What follows belongs to an exercise in optimizing a design on an open flow for small area, a short achievable clock period and few clock cycles; a production flow would make more cautious choices.
Function was not checked in any run shown here: the RTL went through the layout flow alone.
Power is estimated from default activity; no workload was simulated.

`design/flow/design.v`:
```
module psiframe_crc8 (
  input  wire [31:0] crc_in,
  input  wire [7:0]  data,
  output reg  [31:0] crc_out
);
  integer i;
  reg fb;
  always @(*) begin
    crc_out = crc_in;
    for (i = 7; i >= 0; i = i - 1) begin
      fb      = crc_out[31] ^ data[i];
      crc_out = {crc_out[30:0], 1'b0};
      if (fb)
        crc_out = crc_out ^ 32'h04C11DB7;
    end
  end
endmodule
module psiframe (
  input  wire        clk,
  input  wire        rst,         
  input  wire        cmd_valid,
  input  wire [63:0] cmd,
  output wire        cmd_ready,
  output wire        ev_valid,
  output wire [9:0]  ev,
  input  wire        ev_ready,
  output wire        idle,
  output wire [63:0] st
);
  localparam [1:0] M_IDLE = 2'd0, M_SEC = 2'd1, M_FAULT = 2'd3;
  localparam [2:0] F_SIZE = 3'd1, F_FIELD = 3'd2, F_SEQ = 3'd3, F_OPCODE = 3'd6;
  reg [1:0]  mode;
  reg [2:0]  fault;
  reg        legacy;
  reg [7:1]  accl;       
  reg [2:0]  nbits;
  reg [31:0] crc;
  reg [9:0]  seclen;
  reg        rdy;        
  reg        pc_v;
  reg        pc_me;      
  reg        pc_bad;     
  reg        pc_badop;   
  reg        pc_abort;
  reg        pc_cfg;
  reg        pc_begin;
  reg        pc_sinkr;   
  reg        pc_putb;    
  reg        pc_nbad;    
  reg        pc_endc;
  reg        pc_endn;
  reg        pc_align;
  reg [4:0]  pc_nh;      
  reg [2:0]  pc_nl;      
  reg [31:0] pc_d;
  reg        q_e;        
  reg [31:0] q_d;        
  reg [2:0]  q_cnt;      
  reg        q_crc;      
  reg        q_mk;       
  reg        q_ab;       
  reg        o_v;
  reg  [7:0] o_d;
  reg        o_m;        
  reg        o_body;     
  wire [7:0] op = cmd[63:56];
  wire rs_hi  = |cmd[55:38];
  wire rs_mid = |cmd[37:1];
  wire rs_lo  = cmd[0];
  wire rs_all = rs_hi | rs_mid | rs_lo;
  wire [5:0] n = cmd[37:32];
  wire op_nop   = op == 8'h00;
  wire op_abort = op == 8'h01;
  wire op_cfg   = op == 8'h02;
  wire op_begin = op == 8'h10;
  wire op_putb  = op == 8'h11;
  wire op_put1  = op == 8'h12;
  wire op_align = op == 8'h13;
  wire op_endc  = op == 8'h14;
  wire op_endn  = op == 8'h15;
  wire known = op_nop | op_abort | op_cfg | op_begin | op_putb | op_put1 |
               op_align | op_endc | op_endn;
  wire rsv   = (op_putb) ? rs_hi :
               (op_cfg | op_put1) ? (rs_hi | rs_mid) : rs_all;
  wire op_sink = op_putb | op_put1 | op_align;
  wire [4:0] nh_in = op_align ? 5'b00001 :
                     {n[5:3] == 3'd4, n[5:3] == 3'd3, n[5:3] == 3'd2,
                      n[5:3] == 3'd1, n[5:3] == 3'd0};
  wire [2:0] nl_in = op_align ? 3'd7 : {n[2:1], n[0] | op_put1};
  assign ev_valid = o_v;
  assign ev       = {o_m, 1'b0, o_d};
  wire beat    = o_v & ev_ready;
  wire or_free = !o_v | ev_ready;
  wire [31:0] crc_next;
  psiframe_crc8 u_crc (.crc_in(crc), .data(o_d), .crc_out(crc_next));
  wire q_bytes = q_cnt != 3'd0;
  wire [31:0] q_src = q_crc ? crc : q_d;
  reg  [7:0] q_byte;
  always @(*) begin
    case (q_cnt[1:0])
      2'd1:    q_byte = q_src[7:0];
      2'd2:    q_byte = q_src[15:8];
      2'd3:    q_byte = q_src[23:16];
      default: q_byte = q_src[31:24];
    endcase
  end
  wire guard  = q_bytes & q_crc & o_v & o_body;
  wire xfer   = or_free & !q_e & !guard;
  wire q_last = q_bytes ? (q_cnt == 3'd1 && !q_mk) : 1'b1;
  wire in_idle  = mode == M_IDLE;
  wire in_sec   = mode == M_SEC;
  wire in_fault = mode == M_FAULT;
  wire nb0      = nbits == 3'd0;
  wire [3:0] lo  = {1'b0, nbits} + {1'b0, pc_nl};
  wire       c   = lo[3];
  wire [2:0] r   = lo[2:0];
  wire [4:0] kh  = c ? {pc_nh[3:0], 1'b0} : pc_nh;
  wire       kz  = kh[0];
  wire [2:0] k   = {kh[4], kh[3] | kh[2], kh[3] | kh[1]};
  reg v_big;
  integer i;
  always @(*) begin
    v_big = 1'b0;
    for (i = 0; i < 32; i = i + 1)
      if (pc_d[i] && {pc_nh[4], pc_nh[3] | pc_nh[2], pc_nh[3] | pc_nh[1], pc_nl} <= i)
        v_big = 1'b1;
  end
  wire putx = pc_putb & (pc_nbad | v_big);
  wire sink = pc_sinkr & !putx;
  wire [3:0] fit;
  assign fit[0] = legacy ? (seclen <= 10'd182) : (seclen <= 10'd1020);
  assign fit[1] = legacy ? (seclen <= 10'd181) : (seclen <= 10'd1019);
  assign fit[2] = legacy ? (seclen <= 10'd180) : (seclen <= 10'd1018);
  assign fit[3] = legacy ? (seclen <= 10'd179) : (seclen <= 10'd1017);
  wire size_ok = kh[0] | (kh[1] & fit[0]) | (kh[2] & fit[1]) |
                 (kh[3] & fit[2]) | (kh[4] & fit[3]);
  assign cmd_ready = rdy;
  wire consume  = pc_v & (q_e | !pc_me);
  wire ab_go    = pc_v & q_e & pc_abort;                 
  wire ab_emit  = ab_go & !in_idle;
  wire cfg_go   = pc_v & pc_cfg & in_idle;
  wire begin_go = pc_v & q_e & pc_begin & in_idle;
  wire sink_go  = pc_v & sink & in_sec & size_ok & (kz | q_e);
  wire emit_go  = sink_go & !kz;
  wire endc_go  = pc_v & q_e & pc_endc & in_sec & nb0 & fit[3];
  wire endn_go  = pc_v & q_e & pc_endn & in_sec & nb0;
  wire need_idle = pc_cfg | pc_begin;
  wire need_sec  = pc_sinkr | pc_endc | pc_endn;
  wire seq_bad   = (need_idle & !in_idle) | (need_sec & !in_sec);
  wire end_bad   = (pc_endc | pc_endn) & !nb0;
  wire faulty    = pc_bad | seq_bad | putx | end_bad |
                   (pc_sinkr & !size_ok) | (pc_endc & !fit[3]);
  wire fault_go  = consume & !in_fault & faulty;
  reg [2:0] fcode;
  always @(*) begin
    if (pc_bad)         fcode = pc_badop ? F_OPCODE : F_FIELD;
    else if (seq_bad)   fcode = F_SEQ;
    else if (putx)      fcode = F_FIELD;
    else if (end_bad)   fcode = F_SEQ;
    else                fcode = F_SIZE;
  end
  wire [39:0] t = {pc_d, 8'd0} >> r;
  wire [7:0] acc8 = {accl, 1'b0};
  reg  [31:0] pk;
  always @(*) begin
    pk = t[39:8];
    pk[7:0]   = pk[7:0]   | (kh[1] ? acc8 : 8'd0);
    pk[15:8]  = pk[15:8]  | (kh[2] ? acc8 : 8'd0);
    pk[23:16] = pk[23:16] | (kh[3] ? acc8 : 8'd0);
    pk[31:24] = pk[31:24] | (kh[4] ? acc8 : 8'd0);
  end
  wire [7:0] first = ({8{kh[1]}} & pk[7:0])   | ({8{kh[2]}} & pk[15:8]) |
                     ({8{kh[3]}} & pk[23:16]) | ({8{kh[4]}} & pk[31:24]);
  wire [9:0] len0 = seclen + {7'd0, pc_nh[4], pc_nh[3] | pc_nh[2], pc_nh[3] | pc_nh[1]};
  wire [9:0] len1 = len0 + 10'd1;
  wire clr = ab_go | begin_go;       
  wire push = (emit_go & !(or_free & kh[1])) | endc_go | endn_go | ab_emit;
  wire q_e_next = q_e ? !push : (xfer & q_last);
  wire [2:0] nbits_next = clr ? 3'd0 : sink_go ? (pc_align ? 3'd0 : r) : nbits;
  wire [3:0] lo_in = {1'b0, nbits_next} + {1'b0, nl_in};
  wire me_in = op_abort | op_begin | op_endc | op_endn |
               (op_sink & !(nh_in[0] & !lo_in[3]));
  wire take = cmd_valid & rdy;
  wire pc_v_next  = rdy ? cmd_valid : pc_v;
  wire pc_me_next = take ? me_in : pc_me;
  always @(posedge clk) begin
    if (take) begin
      pc_bad   <= !known | rsv;
      pc_badop <= !known;
      pc_abort <= op_abort & !rs_all;
      pc_cfg   <= op_cfg & !rsv;
      pc_begin <= op_begin & !rsv;
      pc_sinkr <= op_sink & !rsv;
      pc_putb  <= op_putb;
      pc_nbad  <= (n == 6'd0) || (n > 6'd32);
      pc_endc  <= op_endc & !rsv;
      pc_endn  <= op_endn & !rsv;
      pc_align <= op_align;
      pc_nh    <= nh_in;
      pc_nl    <= nl_in;
      pc_d     <= cmd[31:0];
    end
    if (q_e)
      q_d <= pk;
    if (or_free) begin
      o_d    <= q_e ? first : (q_bytes ? q_byte : {6'd0, q_ab, q_ab});
      o_m    <= !q_e & !q_bytes;
      o_body <= q_e | (q_bytes & !q_crc);
    end else if (ab_go)
      o_body <= 1'b0;
    if (rst) begin
      rdy    <= 1'b1;
      pc_v   <= 1'b0;
      pc_me  <= 1'b0;
      mode   <= M_IDLE;
      fault  <= 3'd0;
      legacy <= 1'b0;
      accl   <= 7'd0;
      nbits  <= 3'd0;
      crc    <= 32'hFFFFFFFF;
      seclen <= 10'd0;
      q_e    <= 1'b1;
      q_cnt  <= 3'd0;
      q_mk   <= 1'b0;
      o_v    <= 1'b0;
    end else begin
      pc_v  <= pc_v_next;
      pc_me <= pc_me_next;
      rdy   <= !pc_v_next | q_e_next | !pc_me_next;
      q_e   <= q_e_next;
      if (or_free)
        o_v <= q_e ? emit_go : !guard;
      if (clr)
        crc <= 32'hFFFFFFFF;
      else if (beat & o_body)
        crc <= crc_next;
      if (ab_go | endc_go | endn_go | fault_go)
        mode <= ab_go ? M_IDLE : endc_go ? M_IDLE : endn_go ? M_IDLE : M_FAULT;
      else if (begin_go)
        mode <= M_SEC;
      if (ab_go)
        fault <= 3'd0;
      else if (fault_go)
        fault <= fcode;
      if (cfg_go)
        legacy <= pc_d[0];
      nbits <= nbits_next;
      if (clr) begin
        accl   <= 7'd0;
        seclen <= 10'd0;
      end else if (sink_go) begin
        accl   <= t[7:1] | (kz ? accl : 7'd0);
        seclen <= c ? len1 : len0;
      end else if (endc_go)
        seclen <= seclen + 10'd4;
      if (xfer) begin
        if (q_bytes)
          q_cnt <= q_cnt - 3'd1;
        else
          q_mk  <= 1'b0;
      end
      if (emit_go) begin
        q_cnt <= or_free ? k - 3'd1 : k;
        q_crc <= 1'b0;
        q_mk  <= 1'b0;
      end
      if (endc_go) begin
        q_cnt <= 3'd4;
        q_crc <= 1'b1;
        q_mk  <= 1'b1;
        q_ab  <= 1'b0;
      end
      if (endn_go) begin
        q_mk  <= 1'b1;
        q_ab  <= 1'b0;
      end
      if (ab_emit) begin
        q_cnt <= 3'd0;
        q_mk  <= 1'b1;
        q_ab  <= 1'b1;
      end
    end
  end
  assign idle = !pc_v & q_e & !o_v;
  assign st = {crc, 1'b0, 8'd0, 2'b00, seclen, nbits, 1'b0, legacy, 1'b0, fault, mode};
endmodule
```
`design/flow/run.sh`:
```
#!/bin/bash
# synth_recipe.tcl (not shown) runs the flow's synth.tcl, then flattens the netlist and writes it again
# the make line also repeats each setting of config.mk as NAME=value (left out here)
make -C /OpenROAD-flow-scripts/flow DESIGN_CONFIG=/design/flow/config.mk WORK_HOME=/design/flow/orfs CLKGATE_MAP_FILE= SYNTH_SCRIPT=/design/flow/synth_recipe.tcl finish
```
`design/flow/config.mk`:
```
export PLATFORM = sky130hd
export DESIGN_NAME = psiframe
export DESIGN_NICKNAME = psiframe
export VERILOG_FILES = /design/flow/design.v
export SDC_FILE = /design/flow/constraint.sdc
export NUM_CORES = 4
export LEC_CHECK = 0
export CAP_MARGIN = 20
export CORE_MARGIN = 2
export CORE_UTILIZATION = 40
export SETUP_SLACK_MARGIN = 5
export SLEW_MARGIN = 20
```
`design/flow/constraint.sdc`:
```
create_clock -name core_clock -period 10.0 [get_ports {clk}]
set_input_delay 2.0000 -clock core_clock [delete_from_list [all_inputs] [get_ports {clk}]]
set_output_delay 2.0000 -clock core_clock [all_outputs]
set_load 0.01 [all_outputs]
```
==> results_dict.tcl, run 1 <==
set metrics [dict create \
    ctsHoldBuffers 0 \
    die_y_um 164 \
    synth_edf_count 95 \
    routed-wl-met2_um 13400 \
    drt-pass1-iter-count 7 \
    p_leak_nw 4.75 \
    drt_iter0_drc 799 \
    grt_max_degree 56 \
    via_per_inst 5.68 \
    combPwrFrac_pct 22.6 \
    pin_count 145 \
    h-tree-depth 4 \
    worst_slack_ns 5.36 \
    wl_met1_um 13200 \
    vias 8667 \
    multiInputGateArea_um2 5540 \
    startpoint_type "flip-flop" \
    highest_layer "met4" \
    portBuffers 130 \
    cp-end-kind "flip-flop" \
    ys.flop_type "edfxtp_1" \
    drc_errors 0 \
    skew_ns 0.0153 \
    grt_usage_pct 21.0 \
    antennaDiodeCount 0 \
    min_path_type "flip-flop to flip-flop" \
    outcome "finished clean" \
    vdd_drop_max_mv 0.0920 \
    p_int_mw 1.30 \
    ys_seq_area_share_pct 41.1 \
    clock-sinks 162 \
    power.density_nw_per_um2 151 \
    clock_path_buffers 2 \
    initial_core_util_pct 40.6 \
    cp.arrival_ns 4.94 \
    yosysUniqueCellTypes 80 \
    async_flop_share_pct 0 \
    n_fill_cell 2422 \
    post-route-min-period_ns 4.64 \
    drive_gt1_share_pct 7.36 \
    route.met3.wl_um 1460 \
    switching_share_pct 30.0 \
    die_x_um 164 \
    critPathKind "flip-flop to flip-flop" \
    wirelength_um 28500 \
    cts_tree "yes" \
    pwr-share-clk_pct 35.2 \
    grt_pass1_wl_um 43700 \
    yosys_register_bits 162 \
    timing.fmax_ghz 0.215 \
    synth_warnings 2 \
    ant_nets 0 \
    finalSetupViolCount 0 \
    cts_inserted_buffers 17 \
    wl_per_cell_um 18.7 \
    tightestPinTransition_ns 0.982 \
    grt_remaining_overflow 0 \
    finalSetupTns_ns 0 \
    place_worst_setup_slack_ns 5.03 \
    cp_max_fo 19 \
    grt_antenna_before_repair 0 \
    clkTransAtPathRegs_ns 0.07 \
    cap_violations 0 \
    fp-row-count 58 \
    first_global_vias 7822 \
    layout-area-overhead-vs-synth_pct 20.9 \
    syn_inst 1082 \
    hold_violations 0 \
    final.period_utilization_pct 46.4 \
    switchingPower_mw 0.557 \
    drv_slew 0 \
    rsz0062_at_grt "no" \
    register_area_um2 4200 \
    syn_area_um2 10200 \
    slew_headroom_pct 34.5 \
    coreArea_um2 25100 \
    design_area_um2 12300 \
    root_buffer "clkbuf_16" \
    p_total_mw 1.86 \
    synth.avg_cell_area_um2 9.43 \
    gp_congestion 0.940 \
    placed_area_um2 11700 \
    clk_latency_ns 0.43 \
    nets 1271 \
    seqPwrFrac_pct 42.3 \
    hpwl_um 21400 \
    cp.required_ns 10.30 \
    die_area_um2 26800 \
]
-- worst paths after layout --
kind	to	slack [ns]	start	depth (start not counted)
setup / recovery	rdy	5.36	pc_nl[1]	15
hold / removal	fault[1]	0.46	fault[1]	2
setup reg to reg	rdy	5.36	pc_nl[1]	15
hold reg to reg	fault[1]	0.46	fault[1]	2
-- per-stage QoR --
step | hold WS, ns | cells | utilization [%]
global route | 0.495 | 1525 | 49.1
finish | 0.457 | 1525 | 49.1
detailed placement | 0.448 | 1492 | 46.7
global placement | 0.446 | 1491 | 46.6
CTS | 0.457 | 1524 | 49.1
floorplan | 0.448 | 1095 | -
-- cells in the mapped netlist (all sizes together) (16+ instances only) --
library cell	n	area, um^2
dfxtp	67	1340
inv	46	173
nor3	19	95.1
clkbuf	40	150
o21ai	41	205
a21oi	46	234
nor4	22	138
edfxtp	95	2850
ha	19	238
buf	36	223
xor2	26	228
mux2i	36	360
xnor2	59	517
a222oi	16	160
nor2	90	340
o211ai	41	308
a221o	16	160
nand2	131	492
nand3	32	160
-- kinds of logic after synthesis --
kind of cell	Yosys count	synth area share (%)
and+or+nand+nor	365	16.8
AOI/OAI and AO/OA	262	18.7
DFF	162	41.1
buffers and inverters	124	5.42
xor gates and xnor gates	85	7.30
muxes	62	7.84
adders and majority gates	21	2.72
other	1	0.0368
-- critical path, stage by stage, from the launching register on --
cell and delay [ns]:
edfxtp_1 0.69, ha_1 0.33, and3_1 0.21, nor2_2 0.42, mux2_2 0.56, o2bb2ai_1 0.25
o41ai_2 0.57, nor2_1 0.15, mux2i_1 0.22, nor2_1 0.06, ha_1 0.30, o211ai_1 0.09
nor4_1 0.29, nand2_1 0.09, mux2i_1 0.21, o21ai_1 0.08
-- sequential cells by signal, summed over array words and instances (netlist names), 5 cells and up --
name / cells
q_d: 32
seclen: 10
crc: 32
pc_nh: 5
pc_d: 32
o_d: 8
accl: 7
-- per-layer routing --
layer / up-vias / global-route usage, %
li1: 4198 / -
met5: - / 0
met4: 0 / 5.94
met2: 276 / 34.2
met3: 32 / 3.43
met1: 4161 / 28.8
-- area by class of cell --
| class | instances | share of cell area, % |
|---|---|---|
| inverter | 48 | 1.46 |
| multi-input combinational | 809 | 44.9 |
| tap | 330 | 3.35 |
| clock buffer | 19 | 3.85 |
| clock inverter | 13 | 0.913 |
| timing repair buffer | 144 | 11.5 |
| sequential | 162 | 34.0 |
-- power by group through the flow --
stage               combinational (mW)  clock (mW)  sequential [mW]
finish                           0.419       0.653            0.785
global route                     0.454       0.689            0.789
CTS                              0.417       0.662            0.785
detailed placement               0.415           0            0.800
global placement                 0.413           0            0.799
floorplan                        0.296           0            0.788
-- timing repair --
action / in CTS / in global routing
pin swaps: 0 / 0
endpoints found under the setup margin: 2 / 2
buffers inserted: 0 / 1
gates resized for setup: 1 / 0
-- cells in the final DEF (no fill, tap or decap), types with 11 or more instances in the layout --
| master | n |
|---|---|
| edfxtp_1 | 95 |
| nor3_1 | 19 |
| ha_1 | 19 |
| nand2b_1 | 12 |
| mux4_2 | 13 |
| mux2i_1 | 36 |
| nand2_1 | 131 |
| nor2_1 | 89 |
| a222oi_1 | 16 |
| clkdlybuf4s50_1 | 130 |
| mux2_2 | 13 |
| buf_4 | 13 |
| a21oi_1 | 45 |
| inv_1 | 45 |
| o211ai_1 | 41 |
| o21ai_0 | 36 |
| nor4_1 | 22 |
| dfxtp_1 | 66 |
| xor2_1 | 25 |
| conb_1 | 14 |
| clkbuf_16 | 19 |
| nor2b_1 | 12 |
| nand3_1 | 31 |
| xnor2_1 | 58 |
| a221o_1 | 16 |
| a211oi_1 | 11 |
| a22o_1 | 13 |
==> run 2: changes to the inputs <==
--- a/design/flow/config.mk
+++ b/design/flow/config.mk
@@ -7,6 +7,6 @@
 export LEC_CHECK = 0
 export CAP_MARGIN = 20
 export CORE_MARGIN = 2
-export CORE_UTILIZATION = 40
+export CORE_UTILIZATION = 70
 export SETUP_SLACK_MARGIN = 5
 export SLEW_MARGIN = 20
==> run 2 against run 1 <==
  * First-iteration DRC count up 48%
  * Wire length up 2.3%
  * Clock power about the same
  * Non-clock buffer count down 2
  * Core utilization up 35 points
  * Die area down 42%
==> results_dict.tcl, run 2 <==
set metrics [dict create \
    r2r_start "pc_nl[1]" \
    nets 1269 \
    cp-startpoint "pc_nl[1]" \
    synth.most_common_cell "nand2_1" \
    async_flop_share_pct 0 \
    rrSetupSlack_ns 5.26 \
    slew_headroom_pct 35.8 \
    yosys.area.top_type "edfxtp_1" \
    worst_slack_ns 5.26 \
    r2r_end "pc_me" \
    wirelength_um 29100 \
    ctsHoldBuffers 0 \
    min_path_type "flip-flop to flip-flop" \
    p_leak_nw 4.75 \
    grt_remaining_overflow 0 \
    cp_max_fo 19 \
    ys_seq_area_share_pct 41.1 \
    hpwl_um 20100 \
    rsz0062_at_grt "no" \
    fp-row-count 44 \
    coreArea_um2 14400 \
    cp.arrival_ns 5.12 \
    clock_path_buffers 2 \
    synth_common_cells "131 x nand2_1, 95 x edfxtp_1, 89 x nor2_1" \
    grt_pass1_wl_um 46700 \
    yosysTopAreaCellShare_pct 28.0 \
    yosys-top-cells-area "edfxtp_1 28%, dfxtp_1 13%, xnor2_1 5.1%" \
    synth_edf_count 95 \
    synth_warnings 2 \
    vias 9315 \
    pin_count 145 \
    cts_inserted_buffers 17 \
    power.density_nw_per_um2 154 \
    synth.avg_cell_area_um2 9.43 \
    cpPeakStageDelay_ns 0.66 \
    syn_area_um2 10200 \
    critPathBufInv 0 \
    die_area_um2 15600 \
    layout-area-overhead-vs-synth_pct 19.1 \
    clk_latency_ns 0.44 \
    fin_util_pct 84.6 \
    largest_registers "crc x32, pc_d x32, q_d x32" \
    wl_per_cell_um 21.1 \
    initial_core_util_pct 71.0 \
    portBuffers 130 \
    ant_nets 0 \
    path_cells "ha_1, and3_1, nor2_4, mux2_2, o2bb2ai_1, o41ai_4, nor2_1, mux2i_1, nor2_1, ha_1, o211ai_1, nor4_1, nand2_1, mux2i_1, o21ba_2" \
    cap_violations 0 \
    grt_antenna_before_repair 0 \
    cp-endpoint "pc_me" \
    yosysUniqueCellTypes 80 \
    place_worst_setup_slack_ns 4.91 \
    outcome "finished clean" \
    critPathTopFamily "simple AND/OR/NAND/NOR gates" \
    first_global_vias 8802 \
    slowest_stage "edfxtp_1" \
    syn_inst 1082 \
    cp-end-kind "flip-flop" \
    root_buffer "clkbuf_16" \
    startpoint_type "flip-flop" \
    clock-sinks 162 \
    h-tree-depth 4 \
    layout_commonest_cell "nand2_1" \
    drv_slew 0 \
    vdd_drop_max_mv 0.158 \
    timing.fmax_ghz 0.211 \
    path_depth 15 \
    cts_tree "yes" \
    cp.required_ns 10.38 \
    critPathKind "flip-flop to flip-flop" \
    skew_ns 0.0121 \
    antennaDiodeCount 0 \
    drive_gt1_share_pct 7.04 \
    ys.flop_type "edfxtp_1" \
    final_cell_mix "131 x nand2_1, 130 x clkdlybuf4s50_1, 95 x edfxtp_1, 89 x nor2_1, 66 x dfxtp_1" \
    hold_violations 0 \
    yosys_register_bits 162 \
    tightestPinTransition_ns 0.962 \
    clkTransAtPathRegs_ns 0.06 \
    die_x_um 125 \
    finalSetupTns_ns 0 \
    grt_max_degree 65 \
    drc_errors 0 \
    final.period_utilization_pct 47.4 \
    drt-pass1-iter-count 7 \
    via_per_inst 6.76 \
    die_y_um 125 \
    finalSetupViolCount 0 \
    post-route-min-period_ns 4.74 \
    p_total_mw 1.87 \
    grt_usage_pct 37.7 \
    drt_iter0_drc 1183 \
    rr_worst_depth 15 \
    gp_congestion 0.972 \
]
[run 2: cell counts after synthesis]
Identical to the previous run, type by type.
[run 2: logic make-up after synthesis]
family	count (synthesis)	share of synthesized area, %
xor gates and xnor gates	85	7.30
AOI/OAI and AO/OA	262	18.7
and+or+nand+nor	365	16.8
DFF	162	41.1
adders and majority gates	21	2.72
buffers and inverters	124	5.42
muxes	62	7.84
other	1	0.0368
[run 2: worst min path at each step]
stage | startpoint | cells past startpoint | end | slack, ns
5_1_grt | fault[1] | 2 | fault[1] | 0.50
6_report | fault[1] | 2 | fault[1] | 0.47
4_1_cts | fault[1] | 2 | fault[1] | 0.47
3_3_place_gp | fault[1] | 2 | fault[1] | 0.44
3_5_place_dp | fault[1] | 2 | fault[1] | 0.46
2_1_floorplan | q_mk | 2 | q_mk | 0.45
[run 2: worst register-to-register path, delay by kind of cell, from the launching register on]
kind	cells	cell delay, ns
and+or+nand+nor	6	1.23
muxes	3	1.03
DFF	1	0.66
adders and majority gates	2	0.67
AOI/OAI and AO/OA	4	1.10
[run 2: per-stage QoR]
stage,hold WS (ns),instance area [um^2],std cells
5_1_grt,0.498,12200,1377
2_1_floorplan,0.448,10200,1095
6_report,0.468,12200,1377
4_1_cts,0.469,12100,1376
3_3_place_gp,0.439,11500,1344
3_5_place_dp,0.460,11500,1344
[run 2: per-layer routing]
layer	GRT usage, %	part of all wire [%]
met3	8.46	9.9
met2	62.1	49
met1	47.3	37
met5	0	0
met4	18.0	4.1
[run 2: area by class of cell]
| cell class | count | area (um^2) |
|---|---|---|
| Sequential cell | 162 | 4200 |
| Clock inverter | 6 | 40.0 |
| Tap cell | 184 | 230 |
| Fill cell | 817 | 2220 |
| Timing Repair Buffer | 142 | 1390 |
| Multi-Input combinational cell | 809 | 5560 |
| Clock buffer | 26 | 552 |
| Inverter | 48 | 180 |
[run 2: power by group]
part           leakage, nW  internal, mW  total, mW  switching, mW
Combinational         2.94         0.192      0.428          0.236
Sequential            1.51         0.752      0.787         0.0351
Clock                0.297         0.381      0.653          0.272
Total                 4.75          1.33       1.87          0.542
[run 2: repair_timing]
action | 4_1_cts | 5_1_grt
setup buffers | 0 | 1
setup endpoints to repair | 2 | 2
resized for setup | 1 | 2
cloned | 0 | 0

-- static timing again, ports no longer ideal --
No port has a modelled driver above. Below, the same layouts with a new extraction and two added sets of constraints. Step 1 assumes that a clkbuf_16 drives the clock port and a buf_2 every other input. Step 2 adds t to the input delays and takes it off the output delays; t is the mean of the earliest and latest rising clock arrival at the registers after step 1. Input paths then give back, and output paths get back, about the clock's delay inside the block. Slacks: ideal / step 1 / step 2; pairs: ideal / step 1.
| run | t (ns) | setup slack, ns | worst setup path at the end | worst slew at a driven data input, ns |
|---|---|---|---|---|
| run 1 | 0.474 | 5.357 / 5.357 / 5.339 | input to register | 0.04 |
| run 2 | 0.478 | 5.258 / 5.258 / 5.258 | register to register | 0.05 |
After both steps setup and hold are still met in every run listed. For run 1, which loses most, drivers alone change the setup slack by 0.000 ns; drivers and shift together by -0.018 ns.
